Context: an optimization exercise on an open-source flow, tuned for a short achievable clock period and few clock cycles. The choices shown serve that exercise and are no tape-out recipe.
Only simulation tests tie the RTL to the original design; equivalence was not proved.
Power is estimated from default activity; no workload was simulated.

## flow/design.v

```verilog
module vm16_core (
    input             clk,
    input             rst,
    output            mem_req,
    output            mem_we,
    output     [15:0] mem_addr,
    output     [7:0]  mem_wdata,
    input             mem_gnt,
    input             mem_rvalid,
    input      [7:0]  mem_rdata,
    output            out_valid,
    output     [7:0]  out_index,
    output     [7:0]  out_data,
    output            halted,
    output            faulted,
    output     [2:0]  fault_code,
    output     [15:0] fault_info,
    input      [3:0]  dbg_sel,
    output     [15:0] dbg_data
);
    localparam [3:0] R_IP = 4'd0, R_ACC = 4'd1, R_SP = 4'd10, R_FP = 4'd11;
    localparam [3:0] F_0 = 4'd0, F_R = 4'd1, F_L = 4'd2, F_RR = 4'd3, F_RL8 = 4'd4,
                     F_LR = 4'd5, F_RL = 4'd6, F_RA = 4'd7, F_AR = 4'd8, F_LA = 4'd9,
                     F_LRR = 4'd10;
    localparam [3:0] P_OPC   = 4'd0,    
                     P_OPND  = 4'd1,    
                     P_EXEC  = 4'd2,    
                     P_WHI   = 4'd3,    
                     P_WLO   = 4'd4,    
                     P_HALT  = 4'd5,
                     P_FAULT = 4'd6;
    localparam [2:0] K_LOAD = 3'd0, K_STORE = 3'd1, K_PUSH = 3'd2, K_POP = 3'd3,
                     K_CALL = 3'd4, K_RET = 3'd5;
    localparam [1:0] B_IDLE = 2'd0, B_RREQ = 2'd1, B_RWAIT = 2'd2, B_WREQ = 2'd3;
    localparam [2:0] FC_UNKNOWN_OPCODE = 3'd1, FC_WORD_STRADDLE = 3'd3;
    reg [15:0] rf [0:11];
    reg [15:0] fs;
    reg [3:0]  phase;
    reg [7:0]  opcode;
    reg [3:0]  fmt;
    reg [1:0]  opk;             
    reg [7:0]  ob0, ob1, ob2, ob3;
    reg [2:0]  wkind;           
    reg        wwe;             
    reg [15:0] waddr;
    reg [15:0] wdata;           
    reg [7:0]  whi;             
    reg [3:0]  wdst;            
    reg [15:0] cnt;             
    reg        ret_discard;     
    reg [15:0] target;          
    reg [15:0] f0;              
    reg [15:0] fsize;           
    reg [2:0]  fcode;
    reg [15:0] finfo;
    reg [1:0]  bst;
    reg [15:0] baddr;
    reg [7:0]  bwdata;
    function is_out;
        input [7:0] a_hi;
        is_out = (a_hi == 8'h30);
    endfunction
    function straddles;
        input [15:0] a;
        straddles = (a == 16'h2FFF) || (a == 16'h30FF) || (a == 16'hFFFF);
    endfunction
    function [3:0] reg_id;
        input [7:0] b;
        reg [7:0] m;
        begin
            m      = b % 8'd12;
            reg_id = m[3:0];
        end
    endfunction
    wire b_out   = is_out(baddr[15:8]);
    wire b_done  = (bst == B_RREQ  && b_out) ||
                   (bst == B_RWAIT && mem_rvalid) ||
                   (bst == B_WREQ  && (b_out || mem_gnt));
    wire [7:0] b_rdata = (bst == B_RWAIT) ? mem_rdata : 8'h00;
    assign mem_req   = ((bst == B_RREQ) || (bst == B_WREQ)) && !b_out;
    assign mem_we    = (bst == B_WREQ);
    assign mem_addr  = baddr;
    assign mem_wdata = bwdata;
    assign out_valid = (bst == B_WREQ) && b_out;
    assign out_index = baddr[7:0];
    assign out_data  = bwdata;
    reg       dec_valid;
    reg [3:0] dec_fmt;
    always @* begin
        dec_valid = 1'b1;
        case (b_rdata)
            8'h10: dec_fmt = F_LR;   8'h11: dec_fmt = F_RR;
            8'h12: dec_fmt = F_RA;   8'h13: dec_fmt = F_AR;
            8'h14: dec_fmt = F_RR;   8'h15: dec_fmt = F_LA;
            8'h16: dec_fmt = F_LR;   8'h17: dec_fmt = F_L;
            8'h18: dec_fmt = F_R;    8'h1A: dec_fmt = F_R;
            8'h1B: dec_fmt = F_LA;   8'h1C: dec_fmt = F_RR;
            8'h1D: dec_fmt = F_LRR;  8'h1E: dec_fmt = F_RL;
            8'h1F: dec_fmt = F_RR;   8'h20: dec_fmt = F_LR;
            8'h21: dec_fmt = F_RR;   8'h26: dec_fmt = F_RL8;
            8'h27: dec_fmt = F_RR;   8'h2A: dec_fmt = F_RL8;
            8'h2B: dec_fmt = F_RR;   8'h2E: dec_fmt = F_RL;
            8'h2F: dec_fmt = F_RR;   8'h30: dec_fmt = F_RL;
            8'h31: dec_fmt = F_RR;   8'h32: dec_fmt = F_RL;
            8'h33: dec_fmt = F_RR;   8'h34: dec_fmt = F_R;
            8'h35: dec_fmt = F_R;    8'h36: dec_fmt = F_R;
            8'h3E: dec_fmt = F_RA;   8'h3F: dec_fmt = F_LR;
            8'h40: dec_fmt = F_RA;   8'h41: dec_fmt = F_LA;
            8'h42: dec_fmt = F_RA;   8'h43: dec_fmt = F_LA;
            8'h44: dec_fmt = F_RA;   8'h45: dec_fmt = F_LA;
            8'h46: dec_fmt = F_RA;   8'h47: dec_fmt = F_LA;
            8'h48: dec_fmt = F_RA;   8'h49: dec_fmt = F_LA;
            8'h50: dec_fmt = F_RL;   8'h51: dec_fmt = F_RL;
            8'h5E: dec_fmt = F_L;    8'h5F: dec_fmt = F_R;
            8'h60: dec_fmt = F_0;    8'hFF: dec_fmt = F_0;
            default: begin dec_fmt = F_0; dec_valid = 1'b0; end
        endcase
    end
    function [2:0] fmt_len;
        input [3:0] f;
        case (f)
            F_0:                             fmt_len = 3'd0;
            F_R:                             fmt_len = 3'd1;
            F_L, F_RR, F_RL8:                fmt_len = 3'd2;
            F_LR, F_RL, F_RA, F_AR:          fmt_len = 3'd3;
            default:                         fmt_len = 3'd4;    
        endcase
    endfunction
    function word_start;
        input [3:0] f;
        input [1:0] k;
        case (f)
            F_L, F_LR, F_AR, F_LRR: word_start = (k == 2'd0);
            F_RL, F_RA:             word_start = (k == 2'd1);
            F_LA:                   word_start = (k == 2'd0) || (k == 2'd2);
            default:                word_start = 1'b0;
        endcase
    endfunction
    wire [3:0]  nx_fmt  = (phase == P_OPC) ? dec_fmt : fmt;
    wire [2:0]  nx_k    = (phase == P_OPC) ? 3'd0 : {1'b0, opk} + 3'd1;
    wire [15:0] ip_inc  = rf[R_IP] + 16'd1;
    wire        nx_more = nx_k < fmt_len(nx_fmt);
    wire        nx_strd = word_start(nx_fmt, nx_k[1:0]) && straddles(ip_inc);
    reg [7:0]  ra_b, rb_b;
    reg [15:0] lit, addr;
    always @* begin
        ra_b = ob0;
        rb_b = ob1;
        lit  = {ob0, ob1};
        addr = {ob2, ob3};
        case (fmt)
            F_RL8: lit = {8'h00, ob1};
            F_LR:  ra_b = ob2;
            F_RL:  lit = {ob1, ob2};
            F_RA:  addr = {ob1, ob2};
            F_AR:  begin addr = {ob0, ob1}; ra_b = ob2; end
            F_LRR: begin ra_b = ob2; rb_b = ob3; end
            default: ;
        endcase
    end
    wire [3:0]  ra  = reg_id(ra_b);
    wire [3:0]  rb  = reg_id(rb_b);
    wire [15:0] xa  = rf[ra];
    wire [15:0] xb  = rf[rb];
    wire [15:0] acc = rf[R_ACC];
    wire [15:0] sp  = rf[R_SP];
    wire [15:0] opb = (fmt == F_RR) ? xb : lit;
    wire [15:0] sum   = xa + opb;
    wire [15:0] diff  = xa - opb;
    wire [15:0] rdiff = opb - xa;
    wire [15:0] prod  = xa * opb;
    wire [15:0] shl   = (opb > 16'd15) ? 16'h0000 : (xa << opb[3:0]);
    wire [15:0] shr   = (opb > 16'd15) ? 16'h0000 : (xa >> opb[3:0]);
    wire [15:0] cmpv  = (fmt == F_RA) ? xa : lit;
    reg         taken;
    always @* begin
        case (opcode)
            8'h15, 8'h40: taken = (acc != cmpv);
            8'h3E, 8'h41: taken = (acc == cmpv);
            8'h42, 8'h43: taken = (acc <  cmpv);
            8'h44, 8'h45: taken = (acc >  cmpv);
            8'h46, 8'h47: taken = (acc <= cmpv);
            8'h48, 8'h49: taken = (acc >= cmpv);
            default:      taken = 1'b0;
        endcase
    end
    wire [3:0] ret_dst = (cnt[3:0] == 4'd1) ? R_IP : (4'd11 - cnt[3:0]);
    reg        ex_we;
    reg [3:0]  ex_dst;
    reg [15:0] ex_val;
    always @* begin
        ex_we  = 1'b1;
        ex_dst = R_ACC;
        ex_val = 16'h0000;
        case (opcode)
            8'h10: begin ex_dst = ra; ex_val = lit; end           
            8'h11: begin ex_dst = rb; ex_val = xa;  end           
            8'h14, 8'h3F, 8'h50: ex_val = sum;                    
            8'h1E, 8'h1F:        ex_val = diff;                   
            8'h16:               ex_val = rdiff;                  
            8'h20, 8'h21, 8'h51: ex_val = prod;                   
            8'h26, 8'h27: begin ex_dst = ra; ex_val = shl; end    
            8'h2A, 8'h2B: begin ex_dst = ra; ex_val = shr; end    
            8'h2E, 8'h2F:        ex_val = xa & opb;               
            8'h30, 8'h31:        ex_val = xa | opb;               
            8'h32, 8'h33:        ex_val = xa ^ opb;               
            8'h34:               ex_val = ~xa;                    
            8'h35: begin ex_dst = ra; ex_val = xa + 16'd1; end    
            8'h36: begin ex_dst = ra; ex_val = xa - 16'd1; end    
            8'h15, 8'h3E, 8'h40, 8'h41, 8'h42, 8'h43,
            8'h44, 8'h45, 8'h46, 8'h47, 8'h48, 8'h49: begin       
                ex_we  = taken;
                ex_dst = R_IP;
                ex_val = addr;
            end
            default: ex_we = 1'b0;
        endcase
    end
    wire [15:0] sp_up   = sp + 16'd2;
    wire [15:0] sp_down = sp - 16'd2;
    wire [15:0] word_in = {whi, b_rdata};
    assign halted     = (phase == P_HALT);
    assign faulted    = (phase == P_FAULT);
    assign fault_code = fcode;
    assign fault_info = finfo;
    assign dbg_data   = (dbg_sel < 4'd12) ? rf[dbg_sel] : 16'h0000;
    integer i;
    always @(posedge clk) begin
        if (rst) begin
            for (i = 0; i < 12; i = i + 1)
                rf[i] <= 16'h0000;
            rf[R_SP]    <= 16'hFFFE;
            rf[R_FP]    <= 16'hFFFE;
            fs          <= 16'h0000;
            phase       <= P_OPC;
            bst         <= B_RREQ;
            baddr       <= 16'h0000;
            bwdata      <= 8'h00;
            fcode       <= 3'd0;
            finfo       <= 16'h0000;
            opcode      <= 8'h00;
            fmt         <= F_0;
            opk         <= 2'd0;
            ob0 <= 8'h00; ob1 <= 8'h00; ob2 <= 8'h00; ob3 <= 8'h00;
            wkind       <= K_LOAD;
            wwe         <= 1'b0;
            waddr       <= 16'h0000;
            wdata       <= 16'h0000;
            whi         <= 8'h00;
            wdst        <= 4'd0;
            cnt         <= 16'h0000;
            ret_discard <= 1'b0;
            target      <= 16'h0000;
            f0          <= 16'h0000;
            fsize       <= 16'h0000;
        end else begin
            if (b_done)
                bst <= B_IDLE;
            if (bst == B_RREQ && !b_out && mem_gnt)
                bst <= B_RWAIT;
            case (phase)
            P_OPC, P_OPND: if (b_done) begin
                rf[R_IP] <= ip_inc;
                if (phase == P_OPC) begin
                    opcode <= b_rdata;
                    fmt    <= dec_fmt;
                end else begin
                    case (opk)
                        2'd0: ob0 <= b_rdata;
                        2'd1: ob1 <= b_rdata;
                        2'd2: ob2 <= b_rdata;
                        default: ob3 <= b_rdata;
                    endcase
                end
                if (phase == P_OPC && b_rdata == 8'hFF) begin
                    phase <= P_HALT;
                end else if (phase == P_OPC && !dec_valid) begin
                    phase <= P_FAULT;
                    fcode <= FC_UNKNOWN_OPCODE;
                    finfo <= {8'h00, b_rdata};
                end else if (!nx_more) begin
                    phase <= P_EXEC;
                end else if (nx_strd) begin
                    phase <= P_FAULT;
                    fcode <= FC_WORD_STRADDLE;
                    finfo <= ip_inc;
                end else begin
                    phase <= P_OPND;
                    opk   <= nx_k[1:0];
                    bst   <= B_RREQ;
                    baddr <= ip_inc;
                end
            end
            P_EXEC: begin
                phase <= P_OPC;
                bst   <= B_RREQ;
                baddr <= rf[R_IP];
                cnt   <= 16'h0000;
                ret_discard <= 1'b0;
                if (ex_we) begin
                    rf[ex_dst] <= ex_val;
                    if (ex_dst == R_IP)
                        baddr <= ex_val;
                end
                case (opcode)
                    8'h13, 8'h1C, 8'h1D: begin
                        wkind <= K_LOAD;
                        wwe   <= 1'b0;
                        wdst  <= (opcode == 8'h13) ? ra : rb;
                        waddr <= (opcode == 8'h13) ? addr :
                                 (opcode == 8'h1C) ? xa : (lit + xa);
                        phase <= P_WHI;
                        bst   <= B_IDLE;
                    end
                    8'h12, 8'h1B: begin
                        wkind <= K_STORE;
                        wwe   <= 1'b1;
                        waddr <= addr;
                        wdata <= (opcode == 8'h12) ? xa : lit;
                        phase <= P_WHI;
                        bst   <= B_IDLE;
                    end
                    8'h17, 8'h18: begin
                        wkind <= K_PUSH;
                        wwe   <= 1'b1;
                        waddr <= sp;
                        wdata <= (opcode == 8'h17) ? lit : xa;
                        phase <= P_WHI;
                        bst   <= B_IDLE;
                    end
                    8'h1A: begin
                        wkind    <= K_POP;
                        wwe      <= 1'b0;
                        wdst     <= ra;
                        waddr    <= sp_up;
                        rf[R_SP] <= sp_up;
                        phase    <= P_WHI;
                        bst      <= B_IDLE;
                    end
                    8'h5E, 8'h5F: begin
                        target <= (opcode == 8'h5E) ? lit : xa;
                        wkind  <= K_CALL;
                        wwe    <= 1'b1;
                        waddr  <= sp;
                        wdata  <= rf[2];
                        phase  <= P_WHI;
                        bst    <= B_IDLE;
                    end
                    8'h60: begin
                        f0       <= rf[R_FP];
                        wkind    <= K_RET;
                        wwe      <= 1'b0;
                        waddr    <= rf[R_FP] + 16'd2;
                        rf[R_SP] <= rf[R_FP] + 16'd2;
                        phase    <= P_WHI;
                        bst      <= B_IDLE;
                    end
                    default: ;
                endcase
            end
            P_WHI: begin
                if (bst == B_IDLE) begin
                    if (straddles(waddr)) begin
                        phase <= P_FAULT;
                        fcode <= FC_WORD_STRADDLE;
                        finfo <= waddr;
                    end else begin
                        bst    <= wwe ? B_WREQ : B_RREQ;
                        baddr  <= waddr;
                        bwdata <= wdata[15:8];
                    end
                end else if (b_done) begin
                    whi    <= b_rdata;
                    phase  <= P_WLO;
                    bst    <= wwe ? B_WREQ : B_RREQ;
                    baddr  <= waddr + 16'd1;
                    bwdata <= wdata[7:0];
                end
            end
            P_WLO: if (b_done) begin
                phase <= P_OPC;
                bst   <= B_RREQ;
                baddr <= rf[R_IP];
                case (wkind)
                    K_LOAD: begin
                        rf[wdst] <= word_in;
                        if (wdst == R_IP)
                            baddr <= word_in;
                    end
                    K_STORE: ;
                    K_PUSH: begin
                        rf[R_SP] <= sp_down;
                        fs       <= fs + 16'd2;
                    end
                    K_POP: begin
                        fs       <= fs - 16'd2;
                        rf[wdst] <= word_in;
                        if (wdst == R_IP)
                            baddr <= word_in;
                    end
                    K_CALL: begin
                        if (cnt[3:0] == 4'd9) begin
                            fs       <= 16'h0000;
                            rf[R_SP] <= sp_down;
                            rf[R_FP] <= sp_down;
                            rf[R_IP] <= target;
                            baddr    <= target;
                        end else begin
                            rf[R_SP] <= sp_down;
                            fs       <= fs + 16'd2;
                            cnt      <= cnt + 16'd1;
                            waddr    <= sp_down;
                            phase    <= P_WHI;
                            bst      <= B_IDLE;
                        end
                        if (cnt[3:0] < 4'd7)       wdata <= rf[cnt[3:0] + 4'd3];
                        else if (cnt[3:0] == 4'd7) wdata <= rf[R_IP];
                        else                       wdata <= fs + 16'd2 + 16'd2;
                    end
                    K_RET: begin
                        if (ret_discard) begin
                            fs <= fs - 16'd2;
                            if (cnt == 16'd1) begin
                                rf[R_FP] <= f0 + fsize;
                                baddr    <= rf[R_IP];
                            end else begin
                                cnt      <= cnt - 16'd1;
                                waddr    <= sp_up;
                                rf[R_SP] <= sp_up;
                                phase    <= P_WHI;
                                bst      <= B_IDLE;
                            end
                        end else begin
                            if (cnt[3:0] == 4'd0) begin
                                fs    <= word_in;
                                fsize <= word_in;
                            end else begin
                                fs <= fs - 16'd2;
                            end
                            if (cnt[3:0] >= 4'd1 && cnt[3:0] <= 4'd9)
                                rf[ret_dst] <= word_in;
                            if (cnt[3:0] == 4'd10) begin
                                if (word_in == 16'h0000) begin
                                    rf[R_FP] <= f0 + fsize;
                                    baddr    <= rf[R_IP];
                                end else begin
                                    ret_discard <= 1'b1;
                                    cnt         <= word_in;
                                    waddr       <= sp_up;
                                    rf[R_SP]    <= sp_up;
                                    phase       <= P_WHI;
                                    bst         <= B_IDLE;
                                end
                            end else begin
                                cnt      <= cnt + 16'd1;
                                waddr    <= sp_up;
                                rf[R_SP] <= sp_up;
                                phase    <= P_WHI;
                                bst      <= B_IDLE;
                            end
                        end
                    end
                    default: ;
                endcase
            end
            default: ;    
            endcase
        end
    end
endmodule
```

## flow/run.sh

```bash
#!/bin/bash
# synth_recipe.tcl (not shown) runs the flow's synth.tcl, then flattens the netlist and writes it again
# the make line also repeats each setting of config.mk as NAME=value (left out here)
make -C /OpenROAD-flow-scripts/flow DESIGN_CONFIG=/design/flow/config.mk WORK_HOME=/design/flow/orfs CLKGATE_MAP_FILE= SYNTH_SCRIPT=/design/flow/synth_recipe.tcl finish
```

## flow/config.mk

```make
export PLATFORM = sky130hd
export DESIGN_NAME = vm16_core
export DESIGN_NICKNAME = vm16_core
export VERILOG_FILES = /design/flow/design.v
export SDC_FILE = /design/flow/constraint.sdc
export NUM_CORES = 4
export LEC_CHECK = 0
export CAP_MARGIN = 20
export CORE_MARGIN = 2
export CORE_UTILIZATION = 40
export SLEW_MARGIN = 20
```

## flow/constraint.sdc

```tcl
create_clock -name core_clock -period 12.0 [get_ports {clk}]
set_input_delay 2.4000 -clock core_clock [delete_from_list [all_inputs] [get_ports {clk}]]
set_output_delay 2.4000 -clock core_clock [all_outputs]
set_load 0.01 [all_outputs]
```

==> results of run 1 <==
==> registers in the layout, indices dropped and copies added, names as in the netlist, 16 cells and up <==
register and flops:
baddr 16, cnt 16, f0 16, finfo 16, fs 16, fsize 16
rf 256, target 16, waddr 16, wdata 16
==> critical path: cells and delay by family (launching register included) <==
kind,cells,cell delay [ps]
xor+xnor,3,590
compound gates,14,4040
flops,1,600
buf+inv,6,1090
mux,2,700
fa+ha+maj,8,3230
simple gates,7,1100
==> per-layer routing <==
metal  track usage (%)  part of all wire [%]
met5             0.681                 0.085
met4              22.7                   7.2
met2              54.9                    40
met1              52.2                    39
met3              12.3                    13
==> cells by family (layout without fill, tap and decap cells) <==
family	Yosys count	after routing	share of synthesized area, %
adders and majority gates	265	265	8.48
buffers and inverters	734	711	6.57
AOI/OAI and AO/OA	1480	1480	21.1
xor gates and xnor gates	199	199	3.90
muxes	446	446	14.8
and+or+nand+nor	1984	1984	19.0
DFF	478	478	26.1
other	1	7	0.00807
==> placed cells by master (no fill, tap or decap), drive strengths merged, types with 45 or more instances in the layout <==
master	n
a211oi	115
a21oi	387
a221oi	68
a22oi	55
and2	48
buf	260
clkbuf	72
clkdlybuf4s50	90
dfxtp	222
edfxtp	256
fa	84
ha	178
inv	261
mux2	90
mux2i	175
mux4	181
nand2	591
nand2b	45
nand3	111
nor2	817
nor3	118
o211ai	60
o21ai	342
o22ai	61
xnor2	116
xor2	78
==> Yosys cell counts (34+ instances only) <==
cell type / count / share of area, %
nand3_1: 111 / 1.2
buf_2: 52 / 0.56
nand2b_1: 45 / 0.61
buf_4: 35 / 0.57
fa_1: 84 / 3.6
xor2_1: 78 / 1.5
ha_1: 178 / 4.8
mux4_2: 180 / 8.7
o22ai_1: 61 / 0.82
xnor2_1: 116 / 2.2
nor3_1: 116 / 1.2
dfxtp_1: 222 / 9.6
a21oi_1: 386 / 4.2
and3_1: 44 / 0.59
inv_1: 252 / 2.0
nand4_1: 42 / 0.57
a2111oi_0: 36 / 0.68
a31oi_1: 41 / 0.55
a221oi_1: 63 / 1.2
a211oi_1: 113 / 1.8
a22oi_1: 55 / 0.89
or3_1: 34 / 0.46
o21ai_0: 322 / 3.5
o211ai_1: 58 / 0.94
mux2_2: 90 / 2.2
nor2_1: 806 / 6.5
mux2i_1: 171 / 3.7
edfxtp_1: 256 / 17
and2_1: 46 / 0.62
clkbuf_1: 334 / 2.7
nand2_1: 591 / 4.8
buf_1: 39 / 0.32
==> final cells by class <==
type	instances	share of cell area [%]
Clock buffer	72	2.96
Timing Repair Buffer	350	5.82
Multi-Input combinational cell	4375	61.4
Clock inverter	27	0.534
Sequential cell	478	23.6
Tap cell	1524	3.71
Inverter	262	1.92
Antenna cell	6	0.0292
==> power groups by stage <==
stage	Clock [mW]	Sequential [mW]	Combinational, mW
floorplan	0	1.88	3.38
global placement	0	1.92	6.15
detailed placement	0	1.93	6.10
CTS	1.73	1.89	6.14
global route	1.79	1.90	6.63
finish	1.72	1.90	6.46
==> through the flow <==
stage	hold WS (ps)	cells	area [um2]	setup WS, ps	utilization [%]
2_1_floorplan	432	5587	46400	1870	-
3_3_place_gp	439	6978	49400	586	42.7
3_5_place_dp	448	6978	49400	261	42.7
4_1_cts	456	7077	51200	203	44.3
5_1_grt	481	7088	51300	1.10	44.4
6_report	453	7094	51300	383	44.4
==> worst min path at each step <==
stage,endpoint,slack (ps),cells past startpoint
after floorplan,fs[0]$_SDFFE_PP0P_,430,2
after global placement,fs[0]$_SDFFE_PP0P_,440,2
after detailed placement,fs[0]$_SDFFE_PP0P_,450,2
after CTS,fs[0]$_SDFFE_PP0P_,460,2
after global routing,fsize[12]$_SDFFE_PP0P_,480,2
final,fs[0]$_SDFFE_PP0P_,450,2
==> repair_timing <==
| item | CTS | global route |
|---|---|---|
| resized for setup | 0 | 3 |
| buffers inserted | 0 | 10 |
| setup endpoints to repair | 0 | 14 |
==> impl_metrics.csv, run 1 <==
group,metric,value,unit
clock_tree,cts_max_path_buffers,3,
pwr,internal_power,4.67,mW
pwr,pwr-share-clk,17.1,%
pwr,seqPwrFrac,18.8,%
pwr,power.leakage,19.5,nW
pwr,p_sw,5.41,mW
timing,timing.fmax,86.1,MHz
die,ioPinCount,96,
die,die_y,345,um
setup_path,cp_max_fo,18,
pwr,power,10.1,mW
clock_tree,cts_max_level,2,
logic_synthesis,syn_inst,5587,
grt,grt_overflow_total,0,
final_layout,layout.area.seq,12100,um2
logic_synthesis,yosysUniqueCellTypes,117,
flow_run,drv_cap,0,
timing,finalCritPeriodShare,96.8,%
timing,finalClockSkew,61.1,ps
outcome,status,"timing/DRC/antenna clean",
detailed_routing,drt-total-wl,238000,um
place,dpl.hpwl,180000,um
setup_path,crit_path_top_delay_cell,"o31ai_4",
timing,setup_tns,0,ps
detailed_routing,avgViaCountPerCell,6.70,
timing,rsz0062_at_grt,"false",
detailed_routing,first_pass_iters,12,
pwr,ir_drop,0.257,mV
detailed_routing,avgRoutedWirePerCell,33.5,um
setup_path,crit_start,"fmt[1]$_SDFFE_PP0P_",
worst_hold_path,hold_start,"fs[0]$_SDFFE_PP0P_",
timing,setup_viol,0,
final_layout,drive_above_1_share,13.1,%
die,start_util,40.1,%
setup_path,ff2ff_setup_slack,380,ps
pwr,combinationalPowerShare,64.1,%
clock_tree,cts_tree,"yes",
clock_tree,numCtsBuffers,55,
setup_path,regToRegStartpoint,"fmt[1]$_SDFFE_PP0P_",
timing,worstMarginPinSlew,1190,ps
worst_hold_path,hold_class,"register to register",
logic_synthesis,synth_edf_count,256,
final_layout,syn_to_final_growth,10.5,%
grt,grt_pass1_vias,44000,
logic_synthesis,ys_seq_area_share,26.1,%
setup_path,r2r_end,"rf[9][15]$_SDFFCE_PN0P_",
grt,grt_pass1_wl,332000,um
logic_synthesis,synth_ff_type,"edfxtp_1",
pwr,swShare,53.7,%
die,die_area,119000,um2
setup_path,path_common_cell,"fa_1",
setup_path,crit_end,"rf[9][15]$_SDFFCE_PN0P_",
logic_synthesis,async_flop_share,0,%
setup_path,cp.arrival,12070,ps
final_layout,multi_input_area,31500,um2
grt,grt_max_degree,81,
pwr,powerDensity,196,nW/um2
clock_tree,clkSinkCount,478,
grt,grtUsageTotal,39.0,%
detailed_routing,drcViolationCount,0,
logic_synthesis,yosysWarnings,1,
detailed_routing,drt_iter0_markers,7651,
setup_path,critPathKind,"register to register",
setup_path,critPathRequiredTime,12450,ps
die,die_w,345,um
logic_synthesis,syn_area,46400,um2
final_layout,layout.nets,5800,
die,floorplan.core_area,116000,um2
timing,min_period,11620,ps
setup_path,start_kind,"register",
logic_synthesis,synth-seq-cells,478,
clock_tree,clkSlewWorstSetupHoldPaths,60,ps
logic_synthesis,syn_nets,5865,
place,gp_congestion,1.06,
setup_path,slowest_delay,630,ps
clock_tree,root_buffer,"clkbuf_16",
clock_tree,cts_hold_buffers,0,
timing,slew_headroom,20.6,%
die,fp-row-count,125,
place,portBuffers,94,
timing,drv_slew,0,
detailed_routing,drtAntennaViolNets,0,
detailed_routing,vias,47600,
timing,hold_viol,0,
setup_path,r2r_cells,40,
grt,antenna_found_initial,19,
final_layout,final.fill_count,11600,
logic_synthesis,avgSynthCellArea,8.31,um2
clock_tree,clock_latency,710,ps
setup_path,crit_path_end_kind,"register",
Testbench counts, summed over its fixed seeds: cycles 672,342.
==> inputs of run 2 (changes only) <==
--- a/flow/config.mk
+++ b/flow/config.mk
@@ -5,7 +5,9 @@
 export SDC_FILE = /design/flow/constraint.sdc
 export NUM_CORES = 4
 export LEC_CHECK = 0
+export ABC_CLOCK_PERIOD_IN_PS = 6000
 export CAP_MARGIN = 20
 export CORE_MARGIN = 2
 export CORE_UTILIZATION = 40
+export SETUP_SLACK_MARGIN = 2.0
 export SLEW_MARGIN = 20
==> impl_metrics.csv, run 2 <==
group,metric,value,unit
timing,finalClockSkew,133,ps
setup_path,crit_path_end_kind,"register",
final_layout,layout.nets,5940,
final_layout,syn_to_final_growth,17.4,%
grt,grt_pass1_vias,44000,
place,dp.cells,6963,
die,die_area,119000,um2
final_layout,final-instance-count-excl-fill,7240,
die,die_y,345,um
die,start_util,40.1,%
clock_tree,clock_latency,780,ps
clock_tree,cts_tree,"yes",
timing,slew_headroom,10.9,%
timing,hold_viol,0,
detailed_routing,drt_iter0_markers,7741,
place,gp_congestion,1.09,
clock_tree,cts_max_path_buffers,3,
logic_synthesis,synth-seq-cells,478,
logic_synthesis,synth_ff_type,"edfxtp_1",
final_layout,drive_above_1_share,18.6,%
logic_synthesis,yosys-top-cells-count,"nor2_1 (806), nand2_1 (591), a21oi_1 (386)",
die,die_w,345,um
worst_hold_path,hold_class,"register to register",
final_layout,top_register,"rf",
logic_synthesis,synth_top_area_share,16.5,%
pwr,ir_drop,0.318,mV
timing,setup_tns,0,ps
timing,setup_viol,0,
clock_tree,clkSlewWorstSetupHoldPaths,60,ps
clock_tree,clkSinkCount,478,
logic_synthesis,yosysUniqueCellTypes,117,
timing,drv_slew,0,
setup_path,crit_path_top_delay_cell,"nor2_2",
outcome,status,"timing/DRC/antenna clean",
final_layout,multi_input_area,32900,um2
logic_synthesis,syn_area,46400,um2
final_layout,largest_reg_flops,256,
detailed_routing,drt-total-wl,244000,um
setup_path,start_kind,"register",
die,ioPinCount,96,
setup_path,critPathRequiredTime,12420,ps
clock_tree,cts_hold_buffers,0,
timing,min_period,9920,ps
timing,timing.fmax,101,MHz
final_layout,layout.area.seq,12100,um2
final_layout,final_common_cell,"nor2_1",
clock_tree,numCtsBuffers,58,
clock_tree,cts_max_level,2,
die,fp-row-count,125,
detailed_routing,drtAntennaViolNets,0,
detailed_routing,drcViolationCount,0,
pwr,power.leakage,20.6,nW
detailed_routing,vias,49100,
timing,worstMarginPinSlew,1320,ps
grt,antenna_found_initial,19,
logic_synthesis,synth.area.top_cells,"edfxtp_1 (17%), dfxtp_1 (9.6%), mux4_2 (8.7%), nor2_1 (6.5%), ha_1 (4.8%)",
timing,rsz0062_at_grt,"true",
place,portBuffers,94,
logic_synthesis,syn_inst,5587,
logic_synthesis,avgSynthCellArea,8.31,um2
grt,grtUsageTotal,38.9,%
setup_path,cp.arrival,10340,ps
detailed_routing,avgViaCountPerCell,6.79,
place,dpl.hpwl,177000,um
final_layout,final.fill_count,11300,
pwr,powerDensity,207,nW/um2
setup_path,cp_max_fo,11,
logic_synthesis,yosysWarnings,1,
grt,grt_pass1_wl,331000,um
clock_tree,root_buffer,"clkbuf_16",
timing,finalCritPeriodShare,82.6,%
detailed_routing,avgRoutedWirePerCell,33.7,um
logic_synthesis,synth_edf_count,256,
grt,grt_max_degree,82,
setup_path,critPathKind,"register to register",
logic_synthesis,async_flop_share,0,%
detailed_routing,first_pass_iters,11,
logic_synthesis,synth_area_leader_cell,"edfxtp_1",
flow_run,drv_cap,0,
final_layout,final_cell_mix,"nor2_1 (782), nand2_1 (580), a21oi_1 (379)",
logic_synthesis,yosysMostFrequentCell,"nor2_1",
die,floorplan.core_area,116000,um2
logic_synthesis,ys_seq_area_share,26.1,%
grt,grt_overflow_total,0,
setup_path,slowest_delay,690,ps
logic_synthesis,syn_nets,5865,
-- run 2: cell types whose count changed in the layout (fill, tap and decap cells not counted), sizes merged --
cell,previous run,this run
buf,260,384
clkbuf,72,81
bufinv,2,6
clkinvlp,4,8
a211o,18,20
a221o,20,22
diode,6,8
clkdlybuf4s50,90,91
clkinv,22,21
inv,261,260
-- run 2: worst max-delay path, delay by kind of cell, from the launching register on --
kind	cells	cell delay (ps)
and+or+nand+nor	5	1270
adders and majority gates	7	2550
DFF	1	360
muxes	2	1000
AOI/OAI and AO/OA	15	2520
xor gates and xnor gates	3	700
buffers and inverters	8	1230
-- run 2: stage by stage --
| step | setup slack (ps) | util [%] | power, mW | hold slack (ps) | instance area [um2] |
|---|---|---|---|---|---|
| final | 2080 | 47.1 | 11.3 | 450 | 54500 |
| after global routing | 1810 | 47.1 | 11.5 | 477 | 54500 |
| after CTS | 1900 | 45.0 | 10.1 | 454 | 52100 |
| after detailed placement | 335 | 42.6 | 7.91 | 445 | 49300 |
| after global placement | 487 | 42.6 | 7.95 | 441 | 49300 |
| after floorplan | 2010 | - | 5.26 | 432 | 46500 |
-- run 2: path summary, 6_finish.rpt --
| check | start | to | slack, ps | cells past startpoint |
|---|---|---|---|---|
| setup / recovery | fmt[2]$_SDFFE_PP0P_ | rf[11][15]$_DFFE_PP_ | 2080 | 40 |
| hold / removal | fs[0]$_SDFFE_PP0P_ | fs[0]$_SDFFE_PP0P_ | 450 | 2 |
| setup reg to reg | fmt[2]$_SDFFE_PP0P_ | rf[11][15]$_DFFE_PP_ | 2080 | 40 |
| hold reg to reg | fs[0]$_SDFFE_PP0P_ | fs[0]$_SDFFE_PP0P_ | 450 | 2 |
-- run 2: logic make-up (layout without fill, tap and decap cells) --
kind of cell    after synthesis  after routing  synth area share, %
xor+xnor                    199            199                 3.90
simple gates               1984           1984                 19.0
mux                         446            446                 14.8
fa+ha+maj                   265            265                 8.48
flops                       478            478                 26.1
buf+inv                     734            851                 6.57
compound gates             1480           1484                 21.1
other cells                   1              9              0.00807
-- run 2: metal layers --
metal / GRT usage (%) / wire length (um) / vias up
met5: 0.200 / 278 / -
met3: 14.0 / 36700 / 828
li1: - / - / 20600
met4: 24.1 / 18600 / 22
met2: 52.5 / 95100 / 3661
met1: 52.3 / 93000 / 24000
-- run 2: where the power goes --
| part | internal, mW | switching [mW] | leakage [nW] |
|---|---|---|---|
| Combinational | 2.61 | 4.91 | 15.3 |
| Sequential | 1.79 | 0.107 | 4.34 |
| Clock | 1.09 | 0.806 | 0.987 |
| Total | 5.50 | 5.82 | 20.6 |
-- run 2: cell type report --
type                            count  share of cell area [%]
Tap cell                         1524                    3.50
Inverter                          262                    1.89
Sequential cell                   478                    22.3
Clock buffer                       73                    2.98
Timing Repair Buffer              483                    8.26
Multi-Input combinational cell   4379                    60.3
Antenna cell                        8                  0.0367
Clock inverter                     33                   0.736
-- run 2: timing repair --
action                     4_1_cts  5_1_grt
setup endpoints to repair      491      335
gates cloned                     1       13
setup buffers                   44      104
pin swaps                       30      109
gates resized for setup         97      300

==> port drivers added, routing unchanged <==
The flow's constraints put no driver on any port. The routed layouts listed below were extracted and timed again, unchanged, in two steps.
Step 1 assumes that a clkbuf_16 drives the clock port and a buf_2 every other input.
Step 2 times the ports against the registers' clock, not the clock port: input delays grow and output delays shrink by t, the midpoint of the rising clock arrivals with the driver on.
Slacks: ideal / step 1 / step 2; pairs: ideal / step 1.
| run | t (ns) | slack for setup (ns) | worst hold slack (ns) | worst data-port slew with drivers (ns) |
|---|---|---|---|---|
| run 1 | 0.760 | 0.383 / 0.383 / 0.383 | 0.453 / 0.453 / 0.453 | 0.05 |
| run 2 | 0.796 | 2.083 / 2.083 / 2.083 | 0.450 / 0.450 / 0.450 | 0.06 |
After both steps setup and hold are still met in every run listed.
